Background: an optimization exercise with open tools, aiming at small area. Do not read the settings as production practice. The RTL was checked by simulation tests, not by an equivalence proof against the original design. Power is estimated from default activity; no workload was simulated.

## flow/config.mk

```make
export PLATFORM = sky130hd
export DESIGN_NAME = isp_core
export DESIGN_NICKNAME = isp_core
export VERILOG_FILES = /design/flow/design.v
export SDC_FILE = /design/flow/constraint.sdc
export NUM_CORES = 4
export LEC_CHECK = 0
export CAP_MARGIN = 20
export CORE_MARGIN = 2
export CORE_UTILIZATION = 40
export CTS_BUF_LIST = sky130_fd_sc_hd__clkbuf_4
export SLEW_MARGIN = 20
```

## flow/constraint.sdc

```tcl
create_clock -name core_clock -period 16.0 [get_ports {clk}]
set_input_delay 3.2000 -clock core_clock [delete_from_list [all_inputs] [get_ports {clk}]]
set_output_delay 3.2000 -clock core_clock [all_outputs]
set_load 0.01 [all_outputs]
```

## flow/design.v

```verilog
module isp_core (
    input  wire        clk,
    input  wire        rst,
    input  wire        tick_ms,
    input  wire        cmd_valid,
    output wire        cmd_ready,
    input  wire [31:0] cmd_word,
    output reg         rsp_valid,
    input  wire        rsp_ready,
    output reg  [31:0] rsp_word,
    input  wire [7:0]  sid,
    output wire        tp_open,
    input  wire        tp_open_ack,
    output wire        tp_close,
    input  wire        tp_close_ack,
    output wire        tx_valid,
    input  wire        tx_ready,
    output wire [7:0]  tx_data,
    output wire        tx_flush,
    input  wire        tx_flush_ack,
    input  wire [7:0]  rx_avail,
    output wire        rx_rd,
    input  wire        rx_done,
    input  wire        rx_valid,
    input  wire [7:0]  rx_data,
    output reg         busy,
    output reg         done,
    output wire [3:0]  phase_o
);
    localparam [7:0]  C_BEGIN        = 8'h02;
    localparam [7:0]  C_END          = 8'h03;
    localparam [7:0]  C_SYN          = 8'h16;
    localparam [7:0]  C_ACK          = 8'h06;
    localparam [7:0]  C_ERR          = 8'h15;
    localparam [7:0]  C_CMD_START    = 8'h10;
    localparam [7:0]  C_CMD_STOP     = 8'h11;
    localparam [7:0]  C_BAD_CMD      = 8'h21;
    localparam [7:0]  C_BAD_TARGET   = 8'h22;
    localparam [7:0]  C_BAD_DURATION = 8'h23;
    localparam [7:0]  C_EMPTY        = 8'h00;
    localparam [15:0] T_HS_WAIT      = 16'd100;
    localparam [15:0] T_HS_BACKOFF   = 16'd100;
    localparam [15:0] T_CMD_POLL     = 16'd100;
    localparam [15:0] T_CMD_BACKOFF  = 16'd500;
    localparam [15:0] T_CMD_DROP     = 16'd1500;
    localparam [3:0]  N_HS           = 4'd3;
    localparam [3:0]  N_CMD          = 4'd3;
    localparam [7:0]  HS_RX_THRESH   = 8'd1;
    localparam [7:0]  CMD_RX_THRESH  = 8'd7;
    localparam [3:0] P_IDLE       = 4'd0;
    localparam [3:0] HS_IDLE      = 4'd1;
    localparam [3:0] HS_SYNSENT   = 4'd2;
    localparam [3:0] HS_BACKOFF   = 4'd3;
    localparam [3:0] HS_ACKED     = 4'd4;
    localparam [3:0] HS_COMPLETE  = 4'd5;
    localparam [3:0] HS_FAILED    = 4'd6;
    localparam [3:0] CMD_SENT     = 4'd7;
    localparam [3:0] CMD_BACKOFF  = 4'd8;
    localparam [3:0] CMD_OK       = 4'd9;
    localparam [3:0] CMD_REJECTED = 4'd10;
    localparam [3:0] CMD_FAILED   = 4'd11;
    localparam [2:0] R_NONE = 3'd0, R_OK = 3'd1, R_HS_EXH = 3'd2,
                     R_CMD_EXH = 3'd3, R_REJECTED = 3'd4;
    localparam [2:0] E_NONE = 3'd0, E_TIMEOUT = 3'd1, E_TOO_SHORT = 3'd2,
                     E_BAD_BOUNDARY = 3'd3, E_CK_MISMATCH = 3'd4,
                     E_CONN_MISMATCH = 3'd5, E_TYPE_MISMATCH = 3'd6;
    localparam [1:0] DEC_NONE = 2'd0, DEC_OK = 2'd1, DEC_TOO_SHORT = 2'd2,
                     DEC_BAD_BOUNDARY = 2'd3;
    localparam [2:0] REF_ILLEGAL_OPCODE = 3'd1, REF_RESERVED_NONZERO = 3'd2,
                     REF_BAD_INDEX = 3'd3, REF_RX_FULL = 3'd4;
    localparam [7:0] OP_NOP = 8'h00, OP_CKCLR = 8'h01, OP_CKUPD = 8'h02,
                     OP_CKRD = 8'h03, OP_SETID = 8'h10, OP_ENC = 8'h11,
                     OP_RXCLR = 8'h12, OP_RXPUSH = 8'h13, OP_DEC7 = 8'h14,
                     OP_DEC8 = 8'h15, OP_TXRD = 8'h16, OP_RXRD = 8'h17,
                     OP_CMD = 8'h20, OP_START = 8'h21, OP_STOP = 8'h22,
                     OP_RD = 8'h30;
    localparam [7:0] X_SUMS = 8'h02, X_CONN = 8'h10, X_ENC = 8'h80,
                     X_TXRD = 8'h81, X_RXRD = 8'h82, X_STATUS = 8'h27,
                     X_RXLEN = 8'h30, X_DEC = 8'h31, X_ZERO = 8'h45;
    localparam [3:0] S_IDLE  = 4'd0,    
                     S_RSP   = 4'd1,    
                     S_CKU   = 4'd2,    
                     S_OPEN  = 4'd3,    
                     S_TX    = 4'd4,    
                     S_FLUSH = 4'd5,    
                     S_WAIT  = 4'd6,    
                     S_READ  = 4'd7,    
                     S_EVAL  = 4'd8,    
                     S_CLOSE = 4'd9,    
                     S_CKA   = 4'd10,   
                     S_CKB   = 4'd11;   
    function [7:0] add255;
        input [7:0] x;
        input [7:0] y;
        reg   [8:0] s;
        begin
            s = {1'b0, x} + {1'b0, y};
            add255 = s[7:0] + {7'd0, s[8] | (&s[7:0])};
        end
    endfunction
    reg [7:0]  sum1, sum2;
    reg [7:0]  conn_id, cmd_type, cmd_d1, cmd_d2;
    reg [15:0] exp_ck;
    reg [3:0]  phase;
    reg [1:0]  hs_att, cmd_att;
    reg [8:0]  timer;
    reg [7:0]  subcode;
    reg [2:0]  last_err;
    reg        txv;                      
    reg [7:0]  tb1, tb2, tb3, tb4;       
    reg [7:0]  tck1, tck2;               
    reg [7:0]  rxbuf [0:7];
    reg [3:0]  rx_len;
    reg [1:0]  dec_status;
    reg        dec8;
    reg [3:0]  st;
    reg [2:0]  ptr;
    reg [7:0]  ridx;
    wire       seen = (phase != P_IDLE);
    reg [7:0] txbyte;
    always @(*) begin
        case (ptr)
            3'd0: txbyte = txv ? C_BEGIN : 8'd0;
            3'd1: txbyte = tb1;
            3'd2: txbyte = tb2;
            3'd3: txbyte = tb3;
            3'd4: txbyte = tb4;
            3'd5: txbyte = tck2;
            3'd6: txbyte = tck1;
            default: txbyte = txv ? C_END : 8'd0;
        endcase
    end
    wire [7:0] rxbyte = rxbuf[ptr];
    assign phase_o   = phase;
    assign cmd_ready = (st == S_IDLE);
    assign tp_open   = (st == S_OPEN);
    assign tp_close  = (st == S_CLOSE);
    assign tx_valid  = (st == S_TX);
    assign tx_data   = txbyte;
    assign tx_flush  = (st == S_FLUSH);
    assign rx_rd     = (st == S_READ);
    always @(*) begin
        rsp_valid = (st == S_RSP);
        busy      = (st != S_IDLE) && (st != S_RSP);
        done      = !busy && seen;
    end
    reg  [2:0] res_eff;
    always @(*) begin
        case (phase)
            HS_FAILED:    res_eff = R_HS_EXH;
            CMD_OK:       res_eff = R_OK;
            CMD_REJECTED: res_eff = R_REJECTED;
            CMD_FAILED:   res_eff = R_CMD_EXH;
            default:      res_eff = R_NONE;
        endcase
    end
    wire [7:0] sub_eff = (phase == CMD_REJECTED) ? subcode : 8'd0;
    wire       sub_known = (sub_eff == C_BAD_CMD) || (sub_eff == C_BAD_TARGET) ||
                           (sub_eff == C_BAD_DURATION);
    wire [30:0] status_word = {1'b0, seen, 2'b00, cmd_att, 2'b00, hs_att, 1'b0,
                               last_err, sub_eff, phase, sub_known, res_eff};
    wire [7:0] op = cmd_word[31:24];
    wire [7:0] fa = cmd_word[23:16];
    wire [7:0] fb = cmd_word[15:8];
    wire [7:0] fc = cmd_word[7:0];
    reg        op_known;
    reg        op_resv_ok;
    always @(*) begin
        op_known   = 1'b1;
        op_resv_ok = 1'b1;
        case (op)
            OP_NOP, OP_CKCLR, OP_CKRD, OP_RXCLR, OP_DEC7, OP_DEC8, OP_STOP:
                op_resv_ok = (cmd_word[23:0] == 24'd0);
            OP_CKUPD, OP_SETID, OP_RXPUSH, OP_TXRD, OP_RXRD, OP_RD:
                op_resv_ok = (cmd_word[15:0] == 16'd0);
            OP_START:
                op_resv_ok = (fa == 8'd0);
            OP_ENC, OP_CMD:
                op_resv_ok = 1'b1;
            default:
                op_known = 1'b0;
        endcase
    end
    wire [15:0] lo;                       
    genvar gi;
    generate for (gi = 0; gi < 16; gi = gi + 1) begin : g_lo
        assign lo[gi] = (ridx[3:0] == gi);
    end endgenerate
    wire h0 = (ridx[7:4] == 4'h0);
    wire h1 = (ridx[7:4] == 4'h1);
    wire h2 = (ridx[7:4] == 4'h2);
    wire h3 = (ridx[7:4] == 4'h3);
    wire h4 = (ridx[7:4] == 4'h4);
    wire h5 = (ridx[7:4] == 4'h5);
    wire h8 = (ridx[7:4] == 4'h8);
    wire hf = (ridx[7:4] == 4'hF);
    wire rd_ok = (h0 & (lo[0] | lo[1] | lo[2])) |
                 (h1 & (lo[0] | lo[1] | lo[2] | lo[3] | lo[4])) |
                 h2 & !ridx[3] | h3 & !ridx[3] |
                 (h4 & (!ridx[3] | lo[8] | lo[9] | lo[10])) |
                 (h5 & !ridx[3] & !lo[7]) |
                 (h8 & (lo[0] | lo[1] | lo[2]));
    wire dec_ok = (dec_status == DEC_OK);
    wire rx_in  = ({1'b0, ptr} < rx_len);
    wire s_sum1 = h0 & (lo[0] | lo[2]);
    wire s_sum2 = h0 & lo[1];
    wire s_sumh = h0 & lo[2];
    wire s_conn = h1 & lo[0];
    wire s_ctyp = h1 & lo[1] & seen;
    wire s_cd1  = h1 & lo[2] & seen;
    wire s_cd2  = h1 & lo[3] & seen;
    wire s_exp  = h1 & lo[4] & seen;
    wire s_tck  = h8 & lo[0];
    wire s_txb  = h8 & lo[1] & txv;
    wire s_rxb  = (h8 & lo[2] & rx_in) |
                  (h3 & dec_ok & (lo[2] | lo[3] | lo[4] | lo[6] | lo[7] | (lo[5] & dec8)));
    wire s_ph   = h2 & lo[0];
    wire s_res  = h2 & (lo[1] | lo[7]);
    wire s_sub  = h2 & lo[2];
    wire s_lerr = h2 & lo[3];
    wire s_hsa  = h2 & lo[4];
    wire s_cma  = h2 & lo[5];
    wire s_tim  = h2 & lo[6] & seen;
    wire s_st   = h2 & lo[7];
    wire s_rxl  = h3 & lo[0];
    wire s_decs = h3 & lo[1];
    reg [30:0] rd_val;
    always @(*) begin
        rd_val = 31'd0;
        rd_val[7:0] = ({8{s_sum1}} & sum1) | ({8{s_sum2}} & sum2) |
                      ({8{s_conn}} & conn_id) | ({8{s_ctyp}} & cmd_type) |
                      ({8{s_cd1}} & cmd_d1) | ({8{s_cd2}} & cmd_d2) |
                      ({8{s_exp}} & exp_ck[7:0]) | ({8{s_tck}} & tck1) |
                      ({8{s_txb}} & txbyte) | ({8{s_rxb}} & rxbyte) |
                      ({8{s_sub}} & sub_eff) | ({8{s_tim}} & timer[7:0]) |
                      {4'd0, {4{s_ph}} & phase} | {5'd0, {3{s_res}} & res_eff} |
                      {5'd0, {3{s_lerr}} & last_err} | {6'd0, {2{s_hsa}} & hs_att} |
                      {6'd0, {2{s_cma}} & cmd_att} | {4'd0, {4{s_rxl}} & rx_len} |
                      {6'd0, {2{s_decs}} & dec_status} |
                      {{4{s_st}} & phase, s_st & sub_known, 3'd0};
        rd_val[15:8] = ({8{s_sumh}} & sum2) | ({8{s_exp}} & exp_ck[15:8]) |
                       ({8{s_tck}} & tck2) | {7'd0, s_tim & timer[8]} |
                       ({8{s_st}} & sub_eff);
        rd_val[18:16] = {3{s_st}} & last_err;
        rd_val[21:20] = {2{s_st}} & hs_att;
        rd_val[25:24] = {2{s_st}} & cmd_att;
        rd_val[28]    = s_st & seen;
        if (h4) case (ridx[3:0])
            4'h0: rd_val[7:0] = C_BEGIN;
            4'h1: rd_val[7:0] = C_END;
            4'h2: rd_val[7:0] = C_SYN;
            4'h3: rd_val[7:0] = C_ACK;
            4'h4: rd_val[7:0] = C_ERR;
            4'h5: rd_val[7:0] = C_EMPTY;
            4'h6: rd_val[7:0] = C_CMD_START;
            4'h7: rd_val[7:0] = C_CMD_STOP;
            4'h8: rd_val[7:0] = C_BAD_CMD;
            4'h9: rd_val[7:0] = C_BAD_TARGET;
            4'hA: rd_val[7:0] = C_BAD_DURATION;
            default: ;
        endcase
        if (h5) case (ridx[3:0])
            4'h0: rd_val[15:0] = T_HS_WAIT;
            4'h1: rd_val[15:0] = T_HS_BACKOFF;
            4'h2: rd_val[15:0] = T_CMD_POLL;
            4'h3: rd_val[15:0] = T_CMD_BACKOFF;
            4'h4: rd_val[15:0] = T_CMD_DROP;
            4'h5: rd_val[3:0] = N_HS;
            4'h6: rd_val[3:0] = N_CMD;
            default: ;
        endcase
    end
    always @(*) begin
        rsp_word = {!rd_ok, rd_val};
        if (!rd_ok) rsp_word[2:0] = hf ? ridx[2:0] : REF_BAD_INDEX;
    end
    wire [2:0] dec_ptr = (fa[2:1] == 2'b11 && !dec8) ? fa[2:0] - 3'd2 : fa[2:0] - 3'd1;
    wire       ck_frame = (st == S_CKA) || (st == S_CKB);
    wire       ck_half2 = (st == S_CKB) || (st == S_CKU);
    wire [7:0] ck_s1 = ck_frame ? tck1 : sum1;
    wire [7:0] ck_y  = ck_half2 ? (ck_frame ? tck2 : sum2) : (ck_frame ? txbyte : fa);
    wire [7:0] ck_n  = add255(ck_s1, ck_y);
    wire       ck_sess = (phase == HS_IDLE) || (phase == HS_ACKED) || (phase == HS_COMPLETE);
    wire [1:0] d7_status = (rx_len < 4'd7) ? DEC_TOO_SHORT :
                           (rxbuf[0] != C_BEGIN || rxbuf[6] != C_END) ? DEC_BAD_BOUNDARY :
                           DEC_OK;
    wire [1:0] d8_status = (rx_len < 4'd8) ? DEC_TOO_SHORT :
                           (rxbuf[0] != C_BEGIN || rxbuf[7] != C_END) ? DEC_BAD_BOUNDARY :
                           DEC_OK;
    wire ck_match = (rxbuf[4] == tck1) && (rxbuf[5] == tck2);
    reg  [2:0] hs_err;
    reg  [2:0] cmd_err;
    always @(*) begin
        if (d7_status == DEC_TOO_SHORT)           hs_err = E_TOO_SHORT;
        else if (d7_status == DEC_BAD_BOUNDARY)   hs_err = E_BAD_BOUNDARY;
        else if (rxbuf[1] != conn_id)             hs_err = E_CONN_MISMATCH;
        else if (rxbuf[2] != C_SYN)               hs_err = E_TYPE_MISMATCH;
        else if (rxbuf[3] != C_ACK)               hs_err = E_TYPE_MISMATCH;
        else if (!ck_match)                       hs_err = E_CK_MISMATCH;
        else                                      hs_err = E_NONE;
        if (d7_status == DEC_TOO_SHORT)           cmd_err = E_TOO_SHORT;
        else if (d7_status == DEC_BAD_BOUNDARY)   cmd_err = E_BAD_BOUNDARY;
        else if (rxbuf[1] != conn_id)             cmd_err = E_CONN_MISMATCH;
        else if (rxbuf[2] != C_ACK && rxbuf[2] != C_ERR)
                                                  cmd_err = E_TYPE_MISMATCH;
        else if (!ck_match)                       cmd_err = E_CK_MISMATCH;
        else                                      cmd_err = E_NONE;
    end
    wire in_rx_wait = (phase == HS_SYNSENT) || (phase == CMD_SENT);
    wire rx_hit     = (phase == HS_SYNSENT) ? (rx_avail != 8'd0) : (rx_avail >= CMD_RX_THRESH);
    wire t100       = timer[6] & timer[5] & timer[2];
    wire t500       = timer[8] & timer[7] & timer[6] & timer[5] & timer[4] & timer[2];
    wire win_end    = t100;
    wire bo_end     = (phase == HS_BACKOFF) ? t100 : t500;
    wire accept = (st == S_IDLE) && cmd_valid && op_known && op_resv_ok;
    wire sess_acc = accept && (op == OP_CMD || op == OP_START || op == OP_STOP);
    always @(posedge clk) begin
        if (sess_acc) begin
            if (op == OP_START) begin
                cmd_type <= C_CMD_START; cmd_d1 <= fb; cmd_d2 <= fc;
            end else if (op == OP_STOP) begin
                cmd_type <= C_CMD_STOP; cmd_d1 <= C_EMPTY; cmd_d2 <= C_EMPTY;
            end else begin
                cmd_type <= fa; cmd_d1 <= fb; cmd_d2 <= fc;
            end
        end
        if (accept && op == OP_RXPUSH && rx_len != 4'd8)
            rxbuf[rx_len[2:0]] <= fa;
        else if (st == S_READ && !rx_done && rx_valid && rx_len != 4'd7)
            rxbuf[rx_len[2:0]] <= rx_data;
        if (st == S_FLUSH && tx_flush_ack)
            exp_ck <= {tck2, tck1};
        if (st == S_EVAL && phase != HS_SYNSENT)
            subcode <= rxbuf[3];
    end
    always @(posedge clk) begin
        if (rst) begin
            sum1 <= 8'd0; sum2 <= 8'd0;
            conn_id <= 8'd0;
            phase <= P_IDLE;
            hs_att <= 2'd0; cmd_att <= 2'd0;
            last_err <= E_NONE;
            txv <= 1'b0;
            rx_len <= 4'd0;
            dec_status <= DEC_NONE;
            st <= S_IDLE;
        end else begin
            case (st)
            S_IDLE: if (cmd_valid) begin
                st <= S_RSP;
                if (!op_known) begin
                    ridx <= {5'h1E, REF_ILLEGAL_OPCODE};
                end else if (!op_resv_ok) begin
                    ridx <= {5'h1E, REF_RESERVED_NONZERO};
                end else begin
                    case (op)
                    OP_NOP: ridx <= X_STATUS;
                    OP_CKCLR: begin
                        sum1 <= 8'd0; sum2 <= 8'd0;
                        ridx <= X_ZERO;
                    end
                    OP_CKUPD: begin
                        sum1 <= ck_n;
                        ridx <= X_SUMS;
                        st <= S_CKU;
                    end
                    OP_CKRD: ridx <= X_SUMS;
                    OP_SETID: begin
                        conn_id <= fa;
                        ridx <= X_CONN;
                    end
                    OP_ENC: begin
                        tb1 <= conn_id; tb2 <= fa; tb3 <= fb; tb4 <= fc;
                        tck1 <= 8'd0; tck2 <= 8'd0;
                        txv <= 1'b1;
                        ptr <= 3'd1;
                        ridx <= X_ENC;
                        st <= S_CKA;
                    end
                    OP_RXCLR: begin
                        rx_len <= 4'd0;
                        dec_status <= DEC_NONE;
                        ridx <= X_ZERO;
                    end
                    OP_RXPUSH: begin
                        if (rx_len == 4'd8) begin
                            ridx <= {5'h1E, REF_RX_FULL};
                        end else begin
                            rx_len <= rx_len + 4'd1;
                            ridx <= X_RXLEN;
                        end
                    end
                    OP_DEC7: begin
                        dec_status <= d7_status; dec8 <= 1'b0;
                        ridx <= X_DEC;
                    end
                    OP_DEC8: begin
                        dec_status <= d8_status; dec8 <= 1'b1;
                        ridx <= X_DEC;
                    end
                    OP_TXRD, OP_RXRD: begin
                        ptr <= fa[2:0];
                        if (fa > 8'd7) begin
                            ridx <= {5'h1E, REF_BAD_INDEX};
                        end else begin
                            ridx <= (op == OP_TXRD) ? X_TXRD : X_RXRD;
                        end
                    end
                    OP_RD: begin
                        ptr <= dec_ptr;
                        if (fa[7]) begin
                            ridx <= {5'h1E, REF_BAD_INDEX};
                        end else begin
                            ridx <= {1'b0, fa[6:0]};
                        end
                    end
                    default: begin
                        st <= S_OPEN;
                        conn_id <= sid;
                        hs_att <= 2'd0; cmd_att <= 2'd0;
                        last_err <= E_NONE;
                        rx_len <= 4'd0;
                        dec_status <= DEC_NONE;
                    end
                    endcase
                end
            end
            S_RSP: if (rsp_ready) st <= S_IDLE;
            S_CKU: begin
                sum2 <= ck_n;
                st <= S_RSP;
            end
            S_CKA: begin
                tck1 <= ck_n;
                st <= S_CKB;
            end
            S_CKB: begin
                tck2 <= ck_n;
                ptr <= ptr + 3'd1;
                st <= S_CKA;
                if (ptr == 3'd4) begin
                    if (!ck_sess) begin
                        st <= S_RSP;
                    end else begin
                        ptr <= 3'd0;
                        st <= S_TX;
                    end
                end
            end
            S_OPEN: if (tp_open_ack) begin
                phase <= HS_IDLE;
                tb1 <= conn_id; tb2 <= C_SYN; tb3 <= C_EMPTY; tb4 <= C_EMPTY;
                tck1 <= 8'd0; tck2 <= 8'd0;
                txv <= 1'b1;
                ptr <= 3'd1;
                st <= S_CKA;
            end
            S_TX: if (tx_ready) begin
                ptr <= ptr + 3'd1;
                if (ptr == 3'd7)
                    st <= S_FLUSH;
            end
            S_FLUSH: if (tx_flush_ack) begin
                case (phase)
                HS_IDLE: begin
                    hs_att <= hs_att + 2'd1;
                    phase <= HS_SYNSENT;
                    timer <= 9'd0;
                    st <= S_WAIT;
                end
                HS_ACKED: begin
                    phase <= HS_COMPLETE;
                    tb2 <= cmd_type; tb3 <= cmd_d1; tb4 <= cmd_d2;
                    tck1 <= 8'd0; tck2 <= 8'd0;
                    ptr <= 3'd1;
                    st <= S_CKA;
                end
                default: begin
                    cmd_att <= cmd_att + 2'd1;
                    phase <= CMD_SENT;
                    timer <= 9'd0;
                    st <= S_WAIT;
                end
                endcase
            end
            S_WAIT: begin
                if (in_rx_wait) begin
                    if (rx_hit || (win_end && rx_avail != 8'd0)) begin
                        rx_len <= 4'd0;
                        st <= S_READ;
                    end else if (win_end) begin
                        last_err <= E_TIMEOUT;
                        if (phase == HS_SYNSENT) begin
                            if (hs_att == N_HS[1:0]) begin
                                phase <= HS_FAILED;
                                st <= S_CLOSE;
                            end else begin
                                phase <= HS_BACKOFF;
                                timer <= 9'd0;
                            end
                        end else begin
                            if (cmd_att == N_CMD[1:0]) begin
                                phase <= CMD_FAILED;
                                st <= S_CLOSE;
                            end else begin
                                phase <= CMD_BACKOFF;
                                timer <= 9'd0;
                            end
                        end
                    end else if (tick_ms) begin
                        timer <= timer + 9'd1;
                    end
                end else if (bo_end) begin
                    if (phase == HS_BACKOFF) phase <= HS_IDLE;
                    ptr <= 3'd0;
                    st <= S_TX;
                end else if (tick_ms) begin
                    timer <= timer + 9'd1;
                end
            end
            S_READ: begin
                if (rx_done) begin
                    st <= S_EVAL;
                end else if (rx_valid && rx_len != 4'd7) begin
                    rx_len <= rx_len + 4'd1;
                end
            end
            S_EVAL: begin
                dec_status <= d7_status; dec8 <= 1'b0;
                if (phase == HS_SYNSENT) begin
                    if (hs_err == E_NONE) begin
                        phase <= HS_ACKED;
                        tb2 <= C_ACK; tb3 <= C_EMPTY; tb4 <= C_EMPTY;
                        tck1 <= 8'd0; tck2 <= 8'd0;
                        ptr <= 3'd1;
                        st <= S_CKA;
                    end else begin
                        last_err <= hs_err;
                        if (hs_att == N_HS[1:0]) begin
                            phase <= HS_FAILED;
                            st <= S_CLOSE;
                        end else begin
                            phase <= HS_BACKOFF;
                            timer <= 9'd0;
                            st <= S_WAIT;
                        end
                    end
                end else begin
                    if (cmd_err == E_NONE) begin
                        if (rxbuf[2] == C_ACK) begin
                            phase <= CMD_OK;
                        end else begin
                            phase <= CMD_REJECTED;
                        end
                        st <= S_CLOSE;
                    end else begin
                        last_err <= cmd_err;
                        if (cmd_att == N_CMD[1:0]) begin
                            phase <= CMD_FAILED;
                            st <= S_CLOSE;
                        end else begin
                            phase <= CMD_BACKOFF;
                            timer <= 9'd0;
                            st <= S_WAIT;
                        end
                    end
                end
            end
            S_CLOSE: if (tp_close_ack) begin
                ridx <= X_STATUS;
                st <= S_RSP;
            end
            default: st <= S_IDLE;
            endcase
        end
    end
endmodule
```

## flow/run.sh

```bash
#!/bin/bash
# synth_recipe.tcl (not shown) runs the flow's synth.tcl, then flattens the netlist and writes it again
# the make line also repeats each setting of config.mk as NAME=value (left out here)
make -C /OpenROAD-flow-scripts/flow DESIGN_CONFIG=/design/flow/config.mk WORK_HOME=/design/flow/orfs CLKGATE_MAP_FILE= SYNTH_SCRIPT=/design/flow/synth_recipe.tcl finish
```

==> impl_metrics.ini, run 1 <==
[worst_setup_path]
timing.critical_path.max_delay_family = simple AND/OR/NAND/NOR gates
crit_path_cell_trace = or4b_1, nor2_1, nand2_1, nor2_1, nand2_1, nor4_1, a2111oi_1, o211ai_1, clkdlybuf4s50_1
crit_path_launch = ridx[4]
rr_worst_depth = 21
critical_path.max_fanout = 14
timing.rr.start = ptr[0]
critPathBufInv = 1
setup.worst_path.end_class = primary output
worstPathRequired_ns = 12.80
critical_path_depth = 9
r2r_setup_slack_ns = 9.72
cp.arrival_ns = 4.71
worst-setup-path-type = register to primary output
timing.critical_path.slowest_stage_cell = sky130_fd_sc_hd__or4b_1
cpPeakStageDelay_ns = 0.75
worstSetupStartpointType = register
worstSetupEndpoint = rsp_word[3]
regToRegEndpoint = sum1[4]

[drt]
antenna_left = 0
drt-wirelength-per-cell_um = 27.7
firstDrtPassIters = 10
drcViolationCount = 0
drt-initial-drc-count = 1761
vias_per_cell = 6.40
routed-via-count = 13100
totalWireLength_um = 56800

[clocking]
postCtsSetupRepairBufs = 0
max-clock-path-buffers = 3
hold_buffer_count_at_cts = 0
count_of_cells_resized_by_post_cts_repair = 0
path_clk_slew_ns = 0.07
cts_inserted_buffers = 66
worstSkewPairLatency_ns = 0.76
tritoncts_clock_tree = yes
cts_max_level = 3
cts_sinks = 230
clock-root-buffer = sky130_fd_sc_hd__clkbuf_4

[floorplanning]
placement_rows = 68
io-pin-count = 120
die_height_um = 192
core_region_area_um2 = 34600
full_die_area_um2 = 36800
floorplan.initialDensity_pct = 40.7
die_w_um = 192

[final_layout]
layout_overhead_on_the_synthesized_area_pct = 17.5
fraction_of_final_layout_cells_with_drive_strength_greater_than_1_pct = 13.4
multi_input_area_um2 = 7220
finalNetCount = 1639
post-route-util_pct = 47.8
postLayoutCellArea_um2 = 16600
area.sequential_um2 = 6420
filler_cell_count = 3303

[place]
dp_hpwl_um = 42800
place.port_buffers = 112
postPlaceCellArea_um2 = 15700
final_gp_congestion = 0.998

[run]
max-cap-violations = 0

[synth]
synth_sequential_area_ratio_pct = 45.5
synth_edf_count = 181
synthesis.yosys.warnings = 1
syn_area_per_cell_um2 = 9.93
synth.ff_latch_count = 230
netlist_area_um2 = 14100
synthDominantCellAreaShare_pct = 38.5
synth.largest_area_cell = sky130_fd_sc_hd__edfxtp_1
synthTopCellsByArea = sky130_fd_sc_hd__edfxtp_1 (39%), sky130_fd_sc_hd__dfxtp_1 (7.0%), sky130_fd_sc_hd__mux4_2 (3.8%)
postSynth.topFlopCell = sky130_fd_sc_hd__edfxtp_1
share_of_flip_flops_with_an_asynchronous_set_or_reset_after_synthesis_pct = 0
synth_cells = 1420
yosys.cell_types.count = 83

[min_path]
min-delay-path-class = register to register

[global_route]
gr-usage-all-layers_pct = 30.8
first_pass_grt_wire_length_um = 81700
first_global_vias = 12200
maximum_number_of_pins_on_one_net_before_global_route_repair = 45
antenna_found_initial = 3
overflow_left_after_global_routing = 0

[timing]
rsz0062_at_grt = no
setup_viol_count_final = 0
finalMaxSlewViolations = 0
clock_skew_ns = 0.0524
worst-slew-pin-transition_ns = 1.16
max_clock_freq_mhz = 126
final.hold.worst_slack_ns = 0.460
final.min_clock_period_ns = 7.91
slew-limit-headroom_pct = 22.5
hold_viol_final = 0
fin_crit_sh_pct = 49.4
final.setup.tns_ns = 0

[pwr]
ir_worst_vdd_mv = 0.0333
p_leak_nw = 5.79
power.density_nw_per_um2 = 86.2

[status]
status = complete, no violations
## synth_stat cells, types with 8 or more instances
cell type / instances
sky130_fd_sc_hd__a211oi_1: 12
sky130_fd_sc_hd__a21oi_1: 80
sky130_fd_sc_hd__a221oi_1: 12
sky130_fd_sc_hd__a222oi_1: 20
sky130_fd_sc_hd__a22o_1: 32
sky130_fd_sc_hd__a22oi_1: 33
sky130_fd_sc_hd__a31oi_1: 10
sky130_fd_sc_hd__and2_1: 38
sky130_fd_sc_hd__and3_1: 16
sky130_fd_sc_hd__clkbuf_1: 81
sky130_fd_sc_hd__dfxtp_1: 49
sky130_fd_sc_hd__edfxtp_1: 181
sky130_fd_sc_hd__ha_1: 26
sky130_fd_sc_hd__inv_1: 32
sky130_fd_sc_hd__mux2_2: 24
sky130_fd_sc_hd__mux2i_1: 22
sky130_fd_sc_hd__mux4_2: 24
sky130_fd_sc_hd__nand2_1: 142
sky130_fd_sc_hd__nand2b_1: 26
sky130_fd_sc_hd__nand3_1: 27
sky130_fd_sc_hd__nand4_1: 16
sky130_fd_sc_hd__nor2_1: 135
sky130_fd_sc_hd__nor2b_1: 20
sky130_fd_sc_hd__nor3_1: 25
sky130_fd_sc_hd__nor4_1: 29
sky130_fd_sc_hd__nor4b_1: 9
sky130_fd_sc_hd__o211ai_1: 10
sky130_fd_sc_hd__o21ai_0: 72
sky130_fd_sc_hd__or2_2: 9
sky130_fd_sc_hd__or3_1: 10
sky130_fd_sc_hd__xnor2_1: 33
sky130_fd_sc_hd__xor2_1: 8
## through the flow
stage                     power [mW]  worst slack (ns)  std cells
after global placement         0.862              8.06       1932
final                           1.43              8.09       2050
after floorplan                0.781              9.17       1426
after CTS                       1.43              8.12       2047
after detailed placement       0.863              7.99       1932
after global routing            1.48              7.91       2050
## layout by cell type, fill, tap and decap left out, types with 10 or more instances in the layout
cell type	instances
sky130_fd_sc_hd__nand3_1	27
sky130_fd_sc_hd__a22oi_1	33
sky130_fd_sc_hd__clkdlybuf4s50_1	111
sky130_fd_sc_hd__buf_4	34
sky130_fd_sc_hd__a22o_1	32
sky130_fd_sc_hd__o21ai_0	71
sky130_fd_sc_hd__a211oi_1	12
sky130_fd_sc_hd__mux2_2	24
sky130_fd_sc_hd__or3_1	10
sky130_fd_sc_hd__mux4_2	24
sky130_fd_sc_hd__mux2i_1	22
sky130_fd_sc_hd__edfxtp_1	181
sky130_fd_sc_hd__clkbuf_4	96
sky130_fd_sc_hd__nor4_1	26
sky130_fd_sc_hd__ha_1	26
sky130_fd_sc_hd__nand2b_1	26
sky130_fd_sc_hd__nor2b_1	20
sky130_fd_sc_hd__a221oi_1	12
sky130_fd_sc_hd__a222oi_1	20
sky130_fd_sc_hd__nor3_1	24
sky130_fd_sc_hd__clkinv_1	13
sky130_fd_sc_hd__and2_1	38
sky130_fd_sc_hd__and3_1	16
sky130_fd_sc_hd__o211ai_1	10
sky130_fd_sc_hd__a21oi_1	79
sky130_fd_sc_hd__inv_1	32
sky130_fd_sc_hd__nand4_1	16
sky130_fd_sc_hd__a31oi_1	10
sky130_fd_sc_hd__dfxtp_1	49
sky130_fd_sc_hd__nor2_1	135
sky130_fd_sc_hd__nand2_1	142
sky130_fd_sc_hd__xnor2_1	33
## area by class of cell
type | count | share of cell area (%)
clock buffer | 96 | 4.35
sequential | 230 | 38.7
inverter | 33 | 0.748
timing repair buffer | 146 | 8.28
multi-input combinational | 1068 | 43.6
antenna | 3 | 0.0453
clock inverter | 19 | 0.793
tap | 455 | 3.44
## power by group
| part | leakage, nW | switching (mW) | internal (mW) |
|---|---|---|---|
| Clock | 0.505 | 0.266 | 0.307 |
| Combinational | 3.27 | 0.0988 | 0.0681 |
| Sequential | 2.02 | 0.0264 | 0.661 |
| Total | 5.79 | 0.391 | 1.04 |
## state kept, by name (all words and copies together) (netlist names), 8 cells and up, named ones only
register	cells
cmd_d1	8
cmd_d2	8
cmd_type	8
conn_id	8
exp_ck	16
ridx	8
rxbuf	64
subcode	8
sum1	8
sum2	8
tb1	8
tb2	8
tb3	8
tb4	8
tck1	8
tck2	8
timer	9
## per-layer routing
layer  up-vias  global-route usage (%)  wire (um)
met5         -                       0          0
met2       878                    47.9      25600
met1      6341                    41.4      23100
met4         0                    12.8       2270
li1       5744                       -          -
met3       147                    6.87       5810
## cell families after synthesis
group | count (synthesis) | synth area share (%)
AO/OA/AOI/OAI | 374 | 18.5
XOR/XNOR | 41 | 2.55
adder cells (fa/ha/maj) | 27 | 2.45
buffers and inverters | 128 | 3.63
flip-flops | 230 | 45.5
multiplexers | 73 | 7.63
other | 1 | 0.0266
AND/OR/NAND/NOR | 546 | 19.7
## how the worst min path moves through the flow
stage                      from    endpoint  slack [ns]  cells after the start
finish              rxbuf[3][2]  subcode[2]        0.46                      0
global route        rxbuf[3][2]  subcode[2]        0.49                      0
CTS                 rxbuf[3][2]  subcode[2]        0.46                      0
detailed placement  rxbuf[3][2]  subcode[2]        0.47                      0
global placement    rxbuf[3][2]  subcode[2]        0.48                      0
floorplan           rxbuf[3][1]  subcode[1]        0.44                      0
==> run 2, diff against run 1 <==
--- a/flow/config.mk
+++ b/flow/config.mk
@@ -9,4 +9,4 @@
 export CORE_MARGIN = 2
 export CORE_UTILIZATION = 40
-export CTS_BUF_LIST = sky130_fd_sc_hd__clkbuf_4
+export CTS_BUF_LIST = sky130_fd_sc_hd__clkbuf_2 sky130_fd_sc_hd__clkbuf_4 sky130_fd_sc_hd__clkbuf_8
 export SLEW_MARGIN = 20
==> run 2 against run 1 <==
Still clean on timing, DRC and antenna. Die area unchanged. Combinational power is essentially flat. Utilization is 0.13 points lower. Total power down 0.97%. Non-clock buffer count unchanged. Cell count is 2.2% lower. Via count is 2.3% lower. Critical path depth stayed put. Sequential share of layout area up 0.10 points. Clock-buffer cell count shrank 38. Largest cell class unchanged.
==> impl_metrics.ini, run 2 <==
[status]
status = complete, no violations

[pwr]
p_leak_nw = 5.71
ir_worst_vdd_mv = 0.0541
report.power.total_mw = 1.41
power.density_nw_per_um2 = 85.6

[drt]
drt-initial-drc-count = 1614
routed-via-count = 12800
drt-wirelength-per-cell_um = 28.1
drcViolationCount = 0
firstDrtPassIters = 8
totalWireLength_um = 56300
antenna_left = 0
vias_per_cell = 6.39

[timing]
final.setup.tns_ns = 0
final.min_clock_period_ns = 7.76
worst-slew-pin-transition_ns = 1.17
hold_viol_final = 0
rsz0062_at_grt = no
setup_viol_count_final = 0
final.hold.worst_slack_ns = 0.475
finalMaxSlewViolations = 0
timing.final.ws_setup_ns = 8.24
slew-limit-headroom_pct = 22.0
max_clock_freq_mhz = 129
fin_crit_sh_pct = 48.5
clock_skew_ns = 0.0258

[final_layout]
fraction_of_final_layout_cells_with_drive_strength_greater_than_1_pct = 11.4
final_cell_count_no_fill = 2005
largest_reg_flops = 64
postLayoutCellArea_um2 = 16500
layout_overhead_on_the_synthesized_area_pct = 17.2
post-route-util_pct = 47.7
mostFrequentLayoutCell = sky130_fd_sc_hd__edfxtp_1
finalNetCount = 1614
layout.cells.most_common_list = sky130_fd_sc_hd__edfxtp_1 (181), sky130_fd_sc_hd__nand2_1 (142), sky130_fd_sc_hd__nor2_1 (135)

[synth]
synth_adder_area_share_pct = 2.45
synth_compound_area_share_pct = 18.5
synth.largest_area_cell = sky130_fd_sc_hd__edfxtp_1
synthXorXnorAreaFrac_pct = 2.55
synthTopCellsByCount = sky130_fd_sc_hd__edfxtp_1 (181), sky130_fd_sc_hd__nand2_1 (142), sky130_fd_sc_hd__nor2_1 (135)
library_cell_with_the_highest_instance_count_after_synthesis = sky130_fd_sc_hd__edfxtp_1
combinational_family_with_the_most_area_after_synthesis = simple AND/OR/NAND/NOR gates
synthMuxAreaShare_pct = 7.63
syn_area_per_cell_um2 = 9.93
synth_sequential_area_ratio_pct = 45.5
synthesis.yosys.warnings = 1
synth_cells = 1420
synthTopCellsByArea = sky130_fd_sc_hd__edfxtp_1 (39%), sky130_fd_sc_hd__dfxtp_1 (7.0%), sky130_fd_sc_hd__mux4_2 (3.8%)
synthDominantCellAreaShare_pct = 38.5
postSynth.topFlopCell = sky130_fd_sc_hd__edfxtp_1
yosys.cell_types.count = 83
synth_edf_count = 181
synthSimpleGateAreaFrac_pct = 19.7
netlist_area_um2 = 14100
share_of_flip_flops_with_an_asynchronous_set_or_reset_after_synthesis_pct = 0
synth.ff_latch_count = 230

[global_route]
gr-usage-all-layers_pct = 30.3
antenna_found_initial = 2
overflow_left_after_global_routing = 0
maximum_number_of_pins_on_one_net_before_global_route_repair = 45
first_global_vias = 11900
first_pass_grt_wire_length_um = 80900

[worst_setup_path]
worst-setup-path-type = register to primary output
worstSetupStartpointType = register
cp.arrival_ns = 4.56
worstPathRequired_ns = 12.80
critical_path.max_fanout = 14
setup.worst_path.end_class = primary output

[clocking]
path_clk_slew_ns = 0.06
cts_sinks = 230
cts_max_level = 2
max-clock-path-buffers = 3
tritoncts_clock_tree = yes
worstSkewPairLatency_ns = 0.58
count_of_cells_resized_by_post_cts_repair = 0
hold_buffer_count_at_cts = 0
postCtsSetupRepairBufs = 0
clock-root-buffer = sky130_fd_sc_hd__clkbuf_8
cts_inserted_buffers = 41

[min_path]
min-delay-path-class = register to register

[place]
final_gp_congestion = 0.998
place.port_buffers = 112
dp_hpwl_um = 42800
postPlaceCellArea_um2 = 15700
dp_slack_ns = 7.99
placed_instances = 1932

[floorplanning]
full_die_area_um2 = 36800
die_w_um = 192
placement_rows = 68
die_height_um = 192
io-pin-count = 120
core_region_area_um2 = 34600
floorplan.initialDensity_pct = 40.7

[run]
max-cap-violations = 0
-- run 2: cell counts after synthesis --
Identical to the previous run, type by type.
-- run 2: critical path: stages, from the launching register on --
cell and delay [ns]:
sky130_fd_sc_hd__edfxtp_1 0.61, sky130_fd_sc_hd__or4b_1 0.75, sky130_fd_sc_hd__nor2_1 0.25, sky130_fd_sc_hd__nand2_1 0.13
sky130_fd_sc_hd__nor2_1 0.56, sky130_fd_sc_hd__nand2_1 0.30, sky130_fd_sc_hd__nor4_1 0.35, sky130_fd_sc_hd__a2111oi_0 0.20
sky130_fd_sc_hd__o211ai_1 0.25, sky130_fd_sc_hd__clkdlybuf4s50_1 0.59
-- run 2: final cells by class --
cell class | count | area (um2)
repair buffers | 146 | 1370
fillers | 3293 | 18100
diodes | 1 | 2.50
clock buffers | 58 | 704
flip-flops and latches | 230 | 6420
clock inverters | 14 | 115
multi-input cells | 1068 | 7220
inverters | 33 | 124
well taps | 455 | 569
-- run 2: path summary, 6_finish.rpt --
path	startpoint	end	slack (ns)	cells past startpoint
worst max register to register	ptr[0]	sum1[4]	9.77	21
worst min register to register	rxbuf[3][2]	subcode[2]	0.48	0
worst max-delay path	ridx[4]	rsp_word[3]	8.24	9
worst min-delay path	rxbuf[3][2]	subcode[2]	0.48	0
-- run 2: per-layer routing --
metal	routed length, um	up-vias	GRT usage [%]
li1	-	5657	-
met1	23200	6217	41.3
met2	25100	797	47.5
met3	5430	140	5.48
met4	2520	0	12.2
met5	0	-	0
-- run 2: cell families after synthesis --
family / Yosys count
DFF: 230
muxes: 73
and+or+nand+nor: 546
xor gates and xnor gates: 41
other: 1
AOI/OAI and AO/OA: 374
buffers and inverters: 128
adders and majority gates: 27
-- run 2: power breakdown --
part	total, mW	internal (mW)	switching (mW)	leakage (nW)
combinational	0.166	0.0681	0.0983	3.27
sequential	0.688	0.662	0.0264	2.02
clock	0.560	0.302	0.258	0.428
total	1.41	1.03	0.382	5.71
==> run 3, diff against run 2 <==
==> flow/flow/run.sh (new file) <==
#!/bin/bash
# Layout flow: the standard synthesis, an area re-mapping of its
# combinational logic (registers untouched), then the standard layout with
# small port buffers and a leaner clock tree.
set -euo pipefail
W=$(pwd)
R=$W/orfs/results/$FLOW_PLATFORM/isp_core/base
LIB=$FLOW_HOME/platforms/$FLOW_PLATFORM/lib/sky130_fd_sc_hd__tt_025C_1v80.lib

# 1. standard synthesis
bash standard.sh synth > $W/flow_synth.log 2>&1

# 2. area re-mapping of the combinational cells: a few ABC scripts in
#    parallel, keeping the smallest result
cp $R/1_2_yosys.v $W/standard_1_2_yosys.v
S[1]="+strash;&get,-n;&deepsyn,-T,60;&put;&get,-n;&dch,-f;&nf,-R,1000;&put"
S[2]="+strash;dc2;&get,-n;&deepsyn,-T,60;&put;&get,-n;&dch,-f;&nf,-R,1000;&put"
S[3]="+strash;&get,-n;&deepsyn,-T,60;&put;&get,-n;&dch;&nf,-R,1000;&put"
S[4]="+strash;dch,-f;amap;topo"
for i in 1 2 3 4; do
  RESYN_LIB=$LIB RESYN_TOP=$FLOW_TOP RESYN_IN=$W/standard_1_2_yosys.v RESYN_OUT=$W/resyn_$i.v \
  RESYN_DONT_USE="sky130_fd_sc_hd__probe_p_8 sky130_fd_sc_hd__probec_p_8 sky130_fd_sc_hd__lpflow_*" \
  RESYN_SCRIPT="${S[$i]}" \
    yosys -c $W/flow/resyn.tcl > $W/flow_resyn_$i.log 2>&1 &
done
wait
best=""; besta=""
for i in 1 2 3 4; do
  [[ -s $W/resyn_$i.v ]] || continue
  a=$(grep "Chip area for module" $W/flow_resyn_$i.log | tail -1 | awk '{print $NF}')
  [[ -n "$a" ]] || continue
  if [[ -z "$best" ]] || awk -v x=$a -v y=$besta 'BEGIN{exit !(x<y)}'; then best=$i; besta=$a; fi
done
echo "resyn areas:" $(grep -h "Chip area for module" $W/flow_resyn_*.log | awk '{print $NF}') "chosen $best ($besta)" > $W/flow_resyn_choice.log
if [[ -n "$best" ]]; then
  cp $W/resyn_$best.v $R/1_2_yosys.v
  touch $R/1_2_yosys.v
fi

# 3. the rest of the standard layout
bash standard.sh \
  BUFFER_PORTS_ARGS="-buffer_cell sky130_fd_sc_hd__buf_1" \
  CTS_ARGS="-sink_clustering_enable -repair_clock_nets -buf_list sky130_fd_sc_hd__clkbuf_8 -sink_clustering_size 12 -sink_clustering_max_diameter 60 -dont_use_dummy_load" \
  finish > $W/flow_layout.log 2>&1
==> flow/flow/resyn.tcl (new file) <==
# Area re-mapping of the standard synthesis netlist: the registers (and
# their instance names and cell types) are kept as they are; only the
# combinational cells between them are re-optimised by ABC for area.
yosys -import
proc get_seq_mods {} {
    set r {}
    foreach m [tee -q -s result.string select -list-mod sky130_fd_sc_hd__*] {
        if {[regexp {^sky130_fd_sc_hd__(s?e?df|dl[xr]|sdl)} $m]} { lappend r $m }
    }
    return $r
}
set lib  $::env(RESYN_LIB)
set top  $::env(RESYN_TOP)
set in   $::env(RESYN_IN)
set out  $::env(RESYN_OUT)

read_liberty -ignore_miss_func $lib
read_verilog $in
hierarchy -check -top $top

# sequential cells (and their instance names) stay as they are: make
# them black boxes, then flatten the combinational cells into logic
foreach m [get_seq_mods] { blackbox $m }
flatten
opt_clean -purge
check
stat -liberty $lib

set dont {}
foreach c $::env(RESYN_DONT_USE) { lappend dont -dont_use $c }
abc -liberty $lib {*}$dont -script $::env(RESYN_SCRIPT)
setundef -zero
opt_clean -purge
hilomap -singleton -hicell sky130_fd_sc_hd__conb_1 HI -locell sky130_fd_sc_hd__conb_1 LO
splitnets
opt_clean -purge
yosys rename -hide w:*.*
insbuf -buf sky130_fd_sc_hd__buf_1 A X
stat -liberty $lib
check
blackbox sky130_fd_sc_hd__*
write_verilog -noattr -nohex -nodec $out
==> flow/standard.sh (new file) <==
#!/bin/bash
# synth_recipe.tcl (not shown) runs the flow's synth.tcl, then flattens the netlist and writes it again
# the make line also repeats each setting of config.mk as NAME=value (left out here)
make -C /OpenROAD-flow-scripts/flow DESIGN_CONFIG=/design/flow/config.mk WORK_HOME=/design/flow/orfs CLKGATE_MAP_FILE= SYNTH_SCRIPT=/design/flow/synth_recipe.tcl "${@:-finish}"
--- a/flow/config.mk
+++ b/flow/config.mk
@@ -9,4 +9,4 @@
 export CORE_MARGIN = 2
 export CORE_UTILIZATION = 40
-export CTS_BUF_LIST = sky130_fd_sc_hd__clkbuf_2 sky130_fd_sc_hd__clkbuf_4 sky130_fd_sc_hd__clkbuf_8
+export GPL_TIMING_DRIVEN = 0
 export SLEW_MARGIN = 20
removed: flow/run.sh
==> run 3 against run 2 <==
Global-route usage up 0.92 points. Die area down 13%. Hold slack improved by 0.0013 ns. Sequential cell count unchanged. Final area shrank 17%. Largest cell class is now registers. Maximum frequency rose by 3.1%. Cell count is 12% lower. Clock power down 36%. Register-to-register slack worse by 0.54 ns. Critical path type unchanged. Clock-buffer cell count down 30. Clock skew is 0.029 ns higher.
==> impl_metrics.ini, run 3 <==
[status]
status = complete, no violations

[drt]
drt-initial-drc-count = 1794
firstDrtPassIters = 10
totalWireLength_um = 49600
drt-wirelength-per-cell_um = 28.0
drcViolationCount = 0
vias_per_cell = 6.60
antenna_left = 0
routed-via-count = 11700

[clocking]
cts_inserted_buffers = 28
tritoncts_clock_tree = yes
postCtsSetupRepairBufs = 0
cts_max_level = 1
count_of_cells_resized_by_post_cts_repair = 0
path_clk_slew_ns = 0.05
cts_sinks = 230
worstSkewPairLatency_ns = 0.59
max-clock-path-buffers = 3
hold_buffer_count_at_cts = 0
clock-root-buffer = sky130_fd_sc_hd__clkbuf_8

[final_layout]
layout_overhead_on_the_synthesized_area_pct = 11.8
mostFrequentLayoutCell = sky130_fd_sc_hd__edfxtp_1
largest_reg_flops = 64
layout.cells.most_common_list = sky130_fd_sc_hd__edfxtp_1 (181), sky130_fd_sc_hd__nand2_1 (164), sky130_fd_sc_hd__nor2_1 (128)
filler_cell_count = 2882
post-route-util_pct = 45.8
finalNetCount = 1449
count_of_antenna_diodes_in_the_layout = 0
fraction_of_final_layout_cells_with_drive_strength_greater_than_1_pct = 3.91
final_cell_count_no_fill = 1770

[pwr]
report.power.total_mw = 1.49
ir_worst_vdd_mv = 0.0707
power.density_nw_per_um2 = 109
p_leak_nw = 4.31

[place]
final_gp_congestion = 1.03
placed_instances = 1742
place.port_buffers = 112
dp_hpwl_um = 37600

[worst_setup_path]
worstPathRequired_ns = 12.80
worstSetupStartpointType = register
worst-setup-path-type = register to primary output
cp.arrival_ns = 4.33
r2r_setup_slack_ns = 9.23
critical_path.max_fanout = 19
setup.worst_path.end_class = primary output

[timing]
worst-slew-pin-transition_ns = 1.15
rsz0062_at_grt = no
fin_crit_sh_pct = 47.1
setup_viol_count_final = 0
slew-limit-headroom_pct = 23.5
finalMaxSlewViolations = 0
hold_viol_final = 0
clock_skew_ns = 0.0547
max_clock_freq_mhz = 133
final.hold.worst_slack_ns = 0.477
final.setup.tns_ns = 0
final.min_clock_period_ns = 7.53

[floorplanning]
full_die_area_um2 = 31900
die_height_um = 179
die_w_um = 179
floorplan.initialDensity_pct = 40.9
core_region_area_um2 = 29800
io-pin-count = 120
placement_rows = 63

[global_route]
maximum_number_of_pins_on_one_net_before_global_route_repair = 28
antenna_found_initial = 0
first_global_vias = 10800
overflow_left_after_global_routing = 0
first_pass_grt_wire_length_um = 72400
gr-usage-all-layers_pct = 31.2

[synth]
syn_area_per_cell_um2 = 9.93
synthesis.yosys.warnings = 1
netlist_area_um2 = 12200
synth_cells = 1228

[run]
max-cap-violations = 0

[min_path]
min-delay-path-class = register to register
[run 3: where the power goes]
group          leakage [nW]  total, mW  internal [mW]  switching, mW
clock network         0.201      0.360          0.154          0.206
logic                  2.09      0.371          0.116          0.255
registers              2.02      0.756          0.690         0.0662
total                  4.31       1.49          0.960          0.527
[run 3: metrics by stage]
stage	cell area, um2	setup slack [ns]
after floorplan	12200	9.12
after global placement	13100	7.10
after detailed placement	13200	8.07
after CTS	13600	8.46
after global routing	13600	8.18
final	13600	8.47
[run 3: per-layer routing]
layer | global-route usage [%] | part of all wire (%) | vias up
li1 | - | - | 5108
met1 | 45.7 | 42 | 5599
met2 | 46.8 | 43 | 845
met3 | 5.14 | 12 | 126
met4 | 10.3 | 3.9 | 0
met5 | 0 | 0 | -
[run 3: cell type report]
cell class / instances / area, um2 / share of cell area (%)
timing repair buffer: 118 / 462 / 3.38
clock buffer: 28 / 385 / 2.82
buffer: 10 / 37.5 / 0.275
inverter: 37 / 139 / 1.02
multi-input combinational: 957 / 5720 / 41.9
sequential: 230 / 6420 / 47.0
tap: 390 / 488 / 3.58
[run 3: worst paths after layout]
path         cells past startpoint       endpoint     startpoint
max                             11    rsp_word[1]         ptr[0]
min                              2  dec_status[0]  dec_status[0]
max reg2reg                     21        tck2[5]          st[1]
min reg2reg                      2  dec_status[0]  dec_status[0]
[run 3: worst max-delay path: stages, from the launching register on]
cell and delay (ns):
sky130_fd_sc_hd__edfxtp_1 0.86, sky130_fd_sc_hd__nand2_1 0.31, sky130_fd_sc_hd__xor2_1 0.31, sky130_fd_sc_hd__and3_1 0.29, sky130_fd_sc_hd__a311oi_1 0.36, sky130_fd_sc_hd__nand3_1 0.32
sky130_fd_sc_hd__a221oi_1 0.38, sky130_fd_sc_hd__nand2_1 0.18, sky130_fd_sc_hd__nor3_1 0.25, sky130_fd_sc_hd__a221o_1 0.14, sky130_fd_sc_hd__o21ai_0 0.17, sky130_fd_sc_hd__buf_1 0.18
==> run 4, diff against run 3 <==
--- a/flow/flow/run.sh
+++ b/flow/flow/run.sh
@@ -41,4 +41,4 @@
 bash standard.sh \
   BUFFER_PORTS_ARGS="-buffer_cell sky130_fd_sc_hd__buf_1" \
-  CTS_ARGS="-sink_clustering_enable -repair_clock_nets -buf_list sky130_fd_sc_hd__clkbuf_8 -sink_clustering_size 12 -sink_clustering_max_diameter 60 -dont_use_dummy_load" \
+  CTS_ARGS="-sink_clustering_enable -repair_clock_nets -buf_list sky130_fd_sc_hd__clkbuf_4 -sink_clustering_size 10 -sink_clustering_max_diameter 50 -dont_use_dummy_load" \
   finish > $W/flow_layout.log 2>&1
==> run 4 against run 3 <==
Area after synthesis did not move. Global-route usage rose by 0.25 points. Critical path depth did not move. Critical endpoint unchanged. Critical path type unchanged. Still clean. Synthesized cell count did not move. Sequential cell count did not move. Clock power fell by 16%. Non-clock buffer count did not move. First-iteration DRC count rose by 6.0%. Maximum frequency fell by 0.35%. Total power fell by 3.8%.
==> impl_metrics.ini, run 4 <==
[clocking]
max-clock-path-buffers = 3
cts_max_level = 2
postCtsSetupRepairBufs = 0
worstSkewPairLatency_ns = 0.67
cts_sinks = 230
tritoncts_clock_tree = yes
cts_inserted_buffers = 35
clock-root-buffer = sky130_fd_sc_hd__clkbuf_4
path_clk_slew_ns = 0.11
count_of_cells_resized_by_post_cts_repair = 0
hold_buffer_count_at_cts = 0

[timing]
final.hold.worst_slack_ns = 0.484
rsz0062_at_grt = no
final.setup.tns_ns = 0
setup_viol_count_final = 0
clock_skew_ns = 0.116
fin_crit_sh_pct = 47.2
max_clock_freq_mhz = 132
worst-slew-pin-transition_ns = 1.19
finalMaxSlewViolations = 0
hold_viol_final = 0
slew-limit-headroom_pct = 20.4
final.min_clock_period_ns = 7.56

[drt]
routed-via-count = 11700
antenna_left = 0
totalWireLength_um = 49700
firstDrtPassIters = 8
drcViolationCount = 0
drt-wirelength-per-cell_um = 27.9
vias_per_cell = 6.59
drt-initial-drc-count = 1902

[worst_setup_path]
timing.rr.start = st[1]
regToRegEndpoint = tck2[5]
critical_path_depth = 11
cp.arrival_ns = 4.36
worstSetupEndpoint = rsp_word[1]
worst-setup-path-type = register to primary output
worst_path_most_repeated_cell = sky130_fd_sc_hd__nand2_1
worstSetupStartpointType = register
timing.critical_path.slowest_stage_cell = sky130_fd_sc_hd__edfxtp_1
worstPathRequired_ns = 12.80
timing.critical_path.max_delay_family = simple AND/OR/NAND/NOR gates
crit_path_launch = ptr[1]
cpPeakStageDelay_ns = 0.86
crit_path_cell_trace = nand2_1, xor2_1, and3_1, a311oi_1, nand3_1, a221oi_1, nand2_1, nor3_1, a221o_1, o21ai_0, buf_1
r2r_setup_slack_ns = 9.15
setup.worst_path.end_class = primary output
critPathBufInv = 1
rr_worst_depth = 21
critical_path.max_fanout = 17

[global_route]
maximum_number_of_pins_on_one_net_before_global_route_repair = 28
antenna_found_initial = 1
first_pass_grt_wire_length_um = 72600
gr-usage-all-layers_pct = 31.4
first_global_vias = 10900
overflow_left_after_global_routing = 0

[pwr]
ir_worst_vdd_mv = 0.0485
report.power.total_mw = 1.43
p_leak_nw = 4.27
power.density_nw_per_um2 = 106

[final_layout]
finalNetCount = 1456
mostFrequentLayoutCell = sky130_fd_sc_hd__edfxtp_1
fraction_of_final_layout_cells_with_drive_strength_greater_than_1_pct = 4.40
layout_overhead_on_the_synthesized_area_pct = 10.9
largest_reg_flops = 64
layout.cells.most_common_list = sky130_fd_sc_hd__edfxtp_1 (181), sky130_fd_sc_hd__nand2_1 (164), sky130_fd_sc_hd__nor2_1 (128)

[floorplanning]
floorplan.initialDensity_pct = 40.9
full_die_area_um2 = 31900
placement_rows = 63
core_region_area_um2 = 29800
die_w_um = 179
io-pin-count = 120
die_height_um = 179

[synth]
syn_area_per_cell_um2 = 9.93
netlist_area_um2 = 12200
synth_cells = 1228
synthesis.yosys.warnings = 1

[place]
final_gp_congestion = 1.03
place.port_buffers = 112
dp_hpwl_um = 37600

[min_path]
min-delay-path-class = register to register

[run]
max-cap-violations = 0

[status]
status = complete, no violations
-- run 4: routing by layer --
layer	part of all wire, %	vias up	track usage (%)
met2	43	863	46.6
met3	12	130	6.37
met4	4.3	0	12.4
met5	0	-	0
li1	-	5139	-
met1	40	5592	44.9
-- run 4: stage by stage --
| stage | cell area [um2] | instances | utilization (%) | setup WS, ns |
|---|---|---|---|---|
| 2_1_floorplan | 12200 | 1234 | - | 9.12 |
| 3_3_place_gp | 13100 | 1736 | 44.1 | 7.10 |
| 3_5_place_dp | 13200 | 1742 | 44.3 | 8.07 |
| 4_1_cts | 13500 | 1777 | 45.2 | 8.38 |
| 5_1_grt | 13500 | 1778 | 45.4 | 8.22 |
| 6_report | 13500 | 1778 | 45.4 | 8.44 |
-- run 4: worst min path at each step --
stage / start / endpoint / slack [ns] / depth (start not counted)
global placement: txv / txv / 0.46 / 2
global route: txv / txv / 0.52 / 2
CTS: txv / txv / 0.48 / 2
floorplan: txv / txv / 0.42 / 2
detailed placement: txv / txv / 0.46 / 2
finish: dec_status[0] / dec_status[0] / 0.48 / 2
-- run 4: cell type report --
type                       count  area (um2)
fill                        2900       16300
sequential                   230        6420
inverter                      37         139
tap                          390         488
multi-input combinational    957        5720
buffer                        10        37.5
clock buffer                  35         263
timing repair buffer         118         462
antenna                        1        2.50
-- run 4: report_power, final --
| group | internal, mW | switching, mW |
|---|---|---|
| clock | 0.101 | 0.203 |
| sequential | 0.690 | 0.0658 |
| combinational | 0.116 | 0.255 |
-- run 4: worst min-delay path: stages, from the launching register on --
cell                      delay, ns
sky130_fd_sc_hd__dfxtp_1       0.35
sky130_fd_sc_hd__nand2_1       0.06
sky130_fd_sc_hd__nand2_1       0.04
==> run 5, diff against run 4 <==
--- a/flow/flow/run.sh
+++ b/flow/flow/run.sh
@@ -41,4 +41,4 @@
 bash standard.sh \
   BUFFER_PORTS_ARGS="-buffer_cell sky130_fd_sc_hd__buf_1" \
-  CTS_ARGS="-sink_clustering_enable -repair_clock_nets -buf_list sky130_fd_sc_hd__clkbuf_4 -sink_clustering_size 10 -sink_clustering_max_diameter 50 -dont_use_dummy_load" \
+  CTS_ARGS="-sink_clustering_enable -repair_clock_nets -buf_list sky130_fd_sc_hd__clkbuf_4 -sink_clustering_size 8 -sink_clustering_max_diameter 50 -dont_use_dummy_load" \
   finish > $W/flow_layout.log 2>&1
==> run 5 against run 4 <==
Clock-buffer cell count grew 2. Critical path type unchanged. Highest routed layer unchanged. Die area is the same. Sequential power is essentially flat.
==> impl_metrics.ini, run 5 <==
[place]
dp_hpwl_um = 37600
postPlaceCellArea_um2 = 13200
dp_slack_ns = 8.07
placed_instances = 1742
place.port_buffers = 112
final_gp_congestion = 1.03

[pwr]
power.density_nw_per_um2 = 107
p_leak_nw = 4.28
ir_worst_vdd_mv = 0.0565

[clocking]
hold_buffer_count_at_cts = 0
cts_sinks = 230
cts_max_level = 2
tritoncts_clock_tree = yes
worstSkewPairLatency_ns = 0.70
max-clock-path-buffers = 3
cts_inserted_buffers = 37
path_clk_slew_ns = 0.09
count_of_cells_resized_by_post_cts_repair = 0
clock-root-buffer = sky130_fd_sc_hd__clkbuf_4
postCtsSetupRepairBufs = 0

[global_route]
first_pass_grt_wire_length_um = 72900
first_global_vias = 10900
antenna_found_initial = 1
maximum_number_of_pins_on_one_net_before_global_route_repair = 28
overflow_left_after_global_routing = 0
gr-usage-all-layers_pct = 31.5

[timing]
slew-limit-headroom_pct = 21.0
final.min_clock_period_ns = 7.63
fin_crit_sh_pct = 47.7
hold_viol_final = 0
timing.final.ws_setup_ns = 8.37
max_clock_freq_mhz = 131
final.setup.tns_ns = 0
clock_skew_ns = 0.105
finalMaxSlewViolations = 0
setup_viol_count_final = 0
rsz0062_at_grt = no
worst-slew-pin-transition_ns = 1.19

[drt]
drt-initial-drc-count = 1892
firstDrtPassIters = 10
totalWireLength_um = 50000
dr_wl_met3_um = 5800
top_layer_used = met4
length_of_routed_wiring_on_met1_um = 20600
met2_length_um = 21600
antenna_left = 0
routed-via-count = 11800
drcViolationCount = 0
drt-wirelength-per-cell_um = 28.1
vias_per_cell = 6.60

[worst_setup_path]
timing.critical_path.max_delay_family = simple AND/OR/NAND/NOR gates
setup.worst_path.end_class = primary output
critical_path.max_fanout = 17
worstPathRequired_ns = 12.80
worst-setup-path-type = register to primary output
critPathBufInv = 1
cp.arrival_ns = 4.43
worstSetupStartpointType = register
crit_path_cell_trace = nand2_1, xor2_1, and3_1, a311oi_1, nand3_1, a221oi_1, nand2_1, nor3_1, a221o_1, o21ai_0, buf_1
worst_path_most_repeated_cell = sky130_fd_sc_hd__nand2_1
timing.critical_path.slowest_stage_cell = sky130_fd_sc_hd__edfxtp_1
cpPeakStageDelay_ns = 0.88

[final_layout]
finalNetCount = 1458
layout_overhead_on_the_synthesized_area_pct = 11.0
filler_cell_count = 2911
layout.cells.most_common_list = sky130_fd_sc_hd__edfxtp_1 (181), sky130_fd_sc_hd__nand2_1 (164), sky130_fd_sc_hd__nor2_1 (128)
post-route-util_pct = 45.4
final_cell_count_no_fill = 1780
fraction_of_final_layout_cells_with_drive_strength_greater_than_1_pct = 4.54
mostFrequentLayoutCell = sky130_fd_sc_hd__edfxtp_1
largest_reg_flops = 64
postLayoutCellArea_um2 = 13500

[floorplanning]
full_die_area_um2 = 31900
floorplan.initialDensity_pct = 40.9
io-pin-count = 120
placement_rows = 63
die_height_um = 179
core_region_area_um2 = 29800
die_w_um = 179

[min_path]
min-delay-path-class = register to register

[run]
max-cap-violations = 0

[status]
status = complete, no violations

[synth]
netlist_area_um2 = 12200
synth_cells = 1228
syn_area_per_cell_um2 = 9.93
synthesis.yosys.warnings = 1
[run 5: cell type report]
cell class	instances	area, um2	area share (%)
Buffer	10	37.5	0.277
Clock buffer	37	278	2.05
Tap cell	390	488	3.60
Sequential cell	230	6420	47.4
Antenna cell	1	2.50	0.0185
Timing Repair Buffer	118	462	3.41
Inverter	37	139	1.03
Multi-Input combinational cell	957	5720	42.2
[run 5: final timing paths]
path,cells past startpoint,to,from,slack [ns]
worst max-delay path,11,rsp_word[1],ptr[1],8.37
worst min-delay path,0,subcode[1],rxbuf[3][1],0.45
worst max register to register,21,tck2[5],st[1],9.18
worst min register to register,0,subcode[1],rxbuf[3][1],0.45
[run 5: worst register-to-register path, delay by kind of cell (launching register included)]
family                     cells  cell delay, ns
AOI/OAI and AO/OA              5            1.22
xor gates and xnor gates       2            0.45
adders and majority gates      2            0.81
buffers and inverters          1            0.48
DFF                            1            0.54
and+or+nand+nor               11            3.05
[run 5: metal layers]
metal,vias to the layer above,global-route usage (%)
met1,5623,45.2
met2,862,47.5
met5,-,0
li1,5136,-
met3,135,6.20
met4,0,10.9
[run 5: per-stage QoR]
stage / power (mW) / hold WS [ns]
4_1_cts: 1.43 / 0.435
3_3_place_gp: 1.12 / 0.458
6_report: 1.45 / 0.453
3_5_place_dp: 1.12 / 0.463
2_1_floorplan: 0.971 / 0.424
5_1_grt: 1.50 / 0.475
[run 5: where the power goes]
| part | switching (mW) | internal, mW |
|---|---|---|
| Clock | 0.211 | 0.106 |
| Sequential | 0.0665 | 0.690 |
| Combinational | 0.257 | 0.116 |

[afterwards: timing with drivers on the ports]
The results above use ideal ports. As a check the final layouts listed here were re-extracted and re-timed, cells and wires unchanged. Step 1, drivers: a clkbuf_16 drives clk and a buf_2 each remaining input, both assumed. Step 2 also shifts input and output timing later by t, the mid clock arrival at the registers, as if the neighbouring blocks saw the same clock. Three values: ideal ports, drivers, drivers and shift; two values: the first two.
run	t (ns)	slack for setup (ns)	latest minus earliest clock arrival (ns)
run 1	0.778	8.091 / 8.042 / 7.906	0.053 / 0.053
run 2	0.611	8.238 / 8.191 / 7.920	0.026 / 0.026
run 3	0.612	8.471 / 8.424 / 7.968	0.060 / 0.060
run 4	0.654	8.444 / 8.400 / 7.894	0.116 / 0.117
run 5	0.693	8.372 / 8.326 / 7.982	0.104 / 0.105
After both steps setup and hold are still met in every run listed. For run 4, which loses most, drivers alone change the setup slack by -0.044 ns; drivers and shift together by -0.550 ns.
